Background: an optimization exercise with open tools, aiming at small area, a short achievable clock period and few clock cycles per item. Do not read the settings as production practice. Power figures rest on the tool's default switching activity, not on a simulated workload.

the reference run:
==> flow/design.v <==
module sge_fsk_mod (
    input  wire       clk,
    input  wire       rst,
    input  wire       cfg_msb_first,    
    input  wire       cfg_invert_ss,    
    input  wire       in_valid,
    output wire       in_ready,
    input  wire [7:0] in_data,
    input  wire       in_last,
    output wire       out_valid,
    input  wire       out_ready,
    output wire [7:0] out_sample,
    output wire       out_last
);
    localparam [7:0]  SYNC_BYTE = 8'hAB;
    localparam [2:0] M_IDLE  = 3'd0;
    localparam [2:0] M_LEAD  = 3'd1;
    localparam [2:0] M_SYNC0 = 3'd2;
    localparam [2:0] M_SYNC1 = 3'd3;
    localparam [2:0] M_DATA  = 3'd4;
    localparam [2:0] M_TRAIL = 3'd5;
    reg  [2:0]  mode;       
    reg  [3:0]  bidx;       
    reg  [5:0]  samp;       
    reg         tone_q;     
    reg         nbit_q;     
    reg         last_q;     
    reg         ir_q;       
    reg         iv_q;       
    reg         ov_q;
    reg  [7:0]  os_q;
    reg         ol_q;
    assign in_ready   = ir_q;
    assign out_valid  = ov_q;
    assign out_sample = os_q;
    assign out_last   = ol_q;
    wire bit_end   = (samp == 6'd39);
    wire frame_end = bit_end && (bidx == 4'd15);
    wire stall     = (mode == M_DATA) && (bidx == 4'd0) && (samp == 6'd0) && !iv_q;
    wire have      = (mode != M_IDLE) && !stall;
    wire load      = have && (!ov_q || out_ready);
    function [6:0] qsin;
        input [6:0] k;
        begin
            case (k)
            7'd0: qsin = 7'd0;
            7'd1: qsin = 7'd3;
            7'd2: qsin = 7'd6;
            7'd3: qsin = 7'd9;
            7'd4: qsin = 7'd12;
            7'd5: qsin = 7'd16;
            7'd6: qsin = 7'd19;
            7'd7: qsin = 7'd22;
            7'd8: qsin = 7'd25;
            7'd9: qsin = 7'd28;
            7'd10: qsin = 7'd31;
            7'd11: qsin = 7'd34;
            7'd12: qsin = 7'd37;
            7'd13: qsin = 7'd40;
            7'd14: qsin = 7'd43;
            7'd15: qsin = 7'd46;
            7'd16: qsin = 7'd49;
            7'd17: qsin = 7'd51;
            7'd18: qsin = 7'd54;
            7'd19: qsin = 7'd57;
            7'd20: qsin = 7'd60;
            7'd21: qsin = 7'd63;
            7'd22: qsin = 7'd65;
            7'd23: qsin = 7'd68;
            7'd24: qsin = 7'd71;
            7'd25: qsin = 7'd73;
            7'd26: qsin = 7'd76;
            7'd27: qsin = 7'd78;
            7'd28: qsin = 7'd81;
            7'd29: qsin = 7'd83;
            7'd30: qsin = 7'd85;
            7'd31: qsin = 7'd88;
            7'd32: qsin = 7'd90;
            7'd33: qsin = 7'd92;
            7'd34: qsin = 7'd94;
            7'd35: qsin = 7'd96;
            7'd36: qsin = 7'd98;
            7'd37: qsin = 7'd100;
            7'd38: qsin = 7'd102;
            7'd39: qsin = 7'd104;
            7'd40: qsin = 7'd106;
            7'd41: qsin = 7'd107;
            7'd42: qsin = 7'd109;
            7'd43: qsin = 7'd111;
            7'd44: qsin = 7'd112;
            7'd45: qsin = 7'd113;
            7'd46: qsin = 7'd115;
            7'd47: qsin = 7'd116;
            7'd48: qsin = 7'd117;
            7'd49: qsin = 7'd118;
            7'd50: qsin = 7'd120;
            7'd51: qsin = 7'd121;
            7'd52: qsin = 7'd122;
            7'd53: qsin = 7'd122;
            7'd54: qsin = 7'd123;
            7'd55: qsin = 7'd124;
            7'd56: qsin = 7'd125;
            7'd57: qsin = 7'd125;
            7'd58: qsin = 7'd126;
            7'd59: qsin = 7'd126;
            7'd60: qsin = 7'd126;
            7'd61: qsin = 7'd127;
            7'd62: qsin = 7'd127;
            7'd63: qsin = 7'd127;
            7'd64: qsin = 7'd127;
            default: qsin = 7'd0;
            endcase
        end
    endfunction
    reg  [7:1] ph1;    
    reg  [15:8] ph8;    
    reg         c8;
    reg  [23:16] ph16;    
    reg         c16;
    reg  [31:24] ph24;    
    reg         c24;
    wire        tone_a3 = ahead3 ? nbit_q : tone_q;
    wire [7:0] sum1 = {1'b0, ph1} + (tone_a3 ? 8'd51 : 8'd94) + 1'b0;
    wire        tone_a2 = ahead2 ? nbit_q : tone_q;
    wire [8:0] sum8 = {1'b0, ph8} + (tone_a2 ? 9'd102 : 9'd187) + c8;
    wire        tone_a1 = ahead1 ? nbit_q : tone_q;
    wire [8:0] sum16 = {1'b0, ph16} + (tone_a1 ? 9'd102 : 9'd187) + c16;
    wire [8:0] sum24 = {1'b0, ph24} + (tone_q ? 9'd6 : 9'd11) + c24;
    always @(posedge clk) begin
        if (rst) begin
            ph1 <= 7'd25;
            ph8 <= 8'd204;
            c8 <= 1'b1;
            ph16 <= 8'd102;
            c16 <= 1'b0;
            ph24 <= 8'd0;
            c24 <= 1'b0;
        end else if (load) begin
            ph1 <= sum1[6:0];
            c8 <= sum1[7];
            ph8 <= sum8[7:0];
            c16 <= sum8[8];
            ph16 <= sum16[7:0];
            c24 <= sum16[8];
            ph24 <= sum24[7:0];
        end
    end
    wire ahead1 = (samp >= 6'd39);
    wire ahead2 = (samp >= 6'd38);
    wire ahead3 = (samp >= 6'd37);
    function [7:0] sine;
        input [7:0] i;
        reg [6:0] k;
        reg [6:0] m;
        begin
            k = i[6] ? (7'd0 - i[6:0]) : i[6:0];
            m = qsin(k);
            sine = i[7] ? (8'd0 - {1'b0, m}) : {1'b0, m};
        end
    endfunction
    reg  [2:0] n_mode;
    reg  [3:0] n_bidx;
    always @(*) begin
        n_mode = mode;
        n_bidx = bidx + 4'd1;
        if (bidx == 4'd15) begin
            case (mode)
                M_LEAD:  n_mode = M_SYNC0;
                M_SYNC0: n_mode = M_SYNC1;
                M_SYNC1: n_mode = M_DATA;
                M_DATA:  n_mode = last_q ? M_TRAIL : M_DATA;
                default: n_mode = M_LEAD;     
            endcase
            if (n_mode == M_LEAD || n_mode == M_TRAIL)
                n_bidx = 4'd14;
        end
    end
    wire       n_tonepart = (n_mode == M_LEAD) || (n_mode == M_TRAIL);
    wire [2:0] d_idx = cfg_msb_first ? {n_bidx[2], ~n_bidx[1:0]} : {~n_bidx[2], n_bidx[1:0]};
    wire [2:0] s_idx = {n_bidx[2], ~n_bidx[1:0]};
    reg n_bit;
    always @(*) begin
        if (n_tonepart)
            n_bit = 1'b1;
        else if (n_bidx < 4'd4)
            n_bit = cfg_invert_ss;
        else if (n_bidx < 4'd12)
            n_bit = (n_mode == M_DATA) ? in_data[d_idx] : SYNC_BYTE[s_idx];
        else
            n_bit = !cfg_invert_ss;
    end
    always @(posedge clk) begin
        if (rst) begin
            mode <= M_IDLE;
            ir_q <= 1'b0;
            ov_q <= 1'b0;
            iv_q <= 1'b0;
        end else begin
            iv_q <= in_valid && !ir_q;
            if (ir_q && in_valid)
                ir_q <= 1'b0;
            if (mode == M_IDLE && in_valid)
                mode <= M_LEAD;
            if (!ov_q || out_ready)
                ov_q <= have;
            if (load) begin
                if (frame_end)
                    mode <= (mode == M_TRAIL) ? (in_valid ? M_LEAD : M_IDLE) : n_mode;
                if ((mode == M_DATA) && (bidx == 4'd11) && bit_end)
                    ir_q <= 1'b1;
            end
        end
    end
    always @(posedge clk) begin
        nbit_q <= n_bit;
        if (ir_q && in_valid)
            last_q <= in_last;
        if (mode == M_IDLE) begin
            bidx   <= 4'd14;
            samp   <= 6'd0;
            tone_q <= 1'b1;
        end
        if (load) begin
            os_q <= sine(ph24);
            ol_q <= (mode == M_TRAIL) && frame_end;
            if (bit_end) begin
                samp   <= 6'd0;
                bidx   <= n_bidx;
                tone_q <= nbit_q;
            end else begin
                samp <= samp + 6'd1;
            end
        end
    end
endmodule
==> flow/config.mk <==
export PLATFORM = sky130hd
export DESIGN_NAME = sge_fsk_mod
export DESIGN_NICKNAME = sge_fsk_mod
export VERILOG_FILES = /design/flow/design.v
export SDC_FILE = /design/flow/constraint.sdc
export NUM_CORES = 4
export LEC_CHECK = 0
export ABC_AREA = 1
export CAP_MARGIN = 20
export CORE_MARGIN = 2
export CORE_UTILIZATION = 40
export SETUP_SLACK_MARGIN = 5
export SLEW_MARGIN = 20
==> flow/constraint.sdc <==
create_clock -name core_clock -period 8.5 [get_ports {clk}]
set_input_delay 1.7000 -clock core_clock [delete_from_list [all_inputs] [get_ports {clk}]]
set_output_delay 1.7000 -clock core_clock [all_outputs]
set_load 0.01 [all_outputs]
standard.sh (not shown) runs the stock make flow with config.mk's settings and CLKGATE_MAP_FILE= SYNTH_SCRIPT=/design/flow/synth_recipe.tcl, a recipe that flattens the netlist after the stock synthesis.
==> flow/flow/run.sh <==
#!/bin/bash
# The standard layout (the standard.sh) with two changes:
# - after the standard synthesis, the combinational logic is mapped again by
#   abc with a stronger area script (flow/reopt.sh); every register keeps its
#   cell, name and connections;
# - the port buffers are buf_2 cells instead of the default choice.
# Synthesis leaves full and half adders as plain gates (no adder cells).
set -euo pipefail
export ADDER_MAP_FILE=
export BUFFER_PORTS_ARGS="-buffer_cell sky130_fd_sc_hd__buf_2"
R=orfs/results/$FLOW_PLATFORM/sge_fsk_mod/base
bash standard.sh synth > synth.log 2>&1
cp $R/1_2_yosys.v std_synth.v
bash flow/reopt.sh std_synth.v $R/1_2_yosys.v reopt $PWD/flow/abc_deep.script > reopt_summary.log 2>&1
rm -f $R/1_synth.odb
bash standard.sh SETUP_SLACK_MARGIN=5.3 finish > flow.log 2>&1
Other scripts of this flow, unchanged in this note and not shown: flow/flow/abc_deep.script, flow/flow/cells2v.py, flow/flow/reopt.sh
The reference run did not stop at any stage, and its layout met the timing, DRC and antenna checks.
[inputs] the trial run vs the reference run
Settings: swapping 5 for 1 in SETUP_SLACK_MARGIN; putting CTS_CLUSTER_SIZE at 40 where nothing was set.
diff --git a/flow/flow/run.sh b/flow/flow/run.sh
--- a/flow/flow/run.sh
+++ b/flow/flow/run.sh
@@ -15,2 +15,2 @@
 rm -f $R/1_synth.odb
-bash standard.sh SETUP_SLACK_MARGIN=5.3 finish > flow.log 2>&1
+bash standard.sh finish > flow.log 2>&1
--- outcome ---
Max number of global-route vias before repair across the trial run and the reference run: the reference run. The reference run ended up with os_q[6] as its endpoint of the most critical setup path; the trial run ended up with mode[0]. Between the trial run and the reference run, it is the trial run whose global-route usage is lower, by 1.1 points. The reference run vs the trial run, critical path's slowest cell: dfxtp_4 vs clkinv_1. From the reference run to the trial run the numbers moved as follows: setup clock skew after layout went down 0.0056 ns, clock group share of total power went up 2.8 points, non-clock inverter total of the final layout held, cell area after placement went down 1.2%.
No functional check of the RTL was part of any run of this note.

-- afterwards: timing with drivers on the ports --
Ports are ideal in the flow. The routed layouts listed here were re-timed in OpenROAD.
Step 1 (the two cells are an assumption about what drives the block):
set clk [get_ports {clk}]
set_driving_cell -lib_cell sky130_fd_sc_hd__clkbuf_16 $clk
set_driving_cell -lib_cell sky130_fd_sc_hd__buf_2 [delete_from_list [all_inputs] $clk]
Step 2, shift: input delay + t, output delay - t, t = (earliest + latest rising clock arrival at the registers) / 2. This alone moves slack from input paths to output paths.
Three values: ideal ports, drivers, drivers and shift; two values: the first two.
run	t (ns)	setup slack, ns	worst setup path after step 2
the reference run	0.367	5.406 / 5.406 / 5.108	input to register
the trial run	0.369	4.301 / 4.309 / 3.940	input to register
After both steps every run listed still meets setup and hold. For the trial run, which loses most, drivers alone change the setup slack by +0.008 ns; drivers and shift together by -0.361 ns.
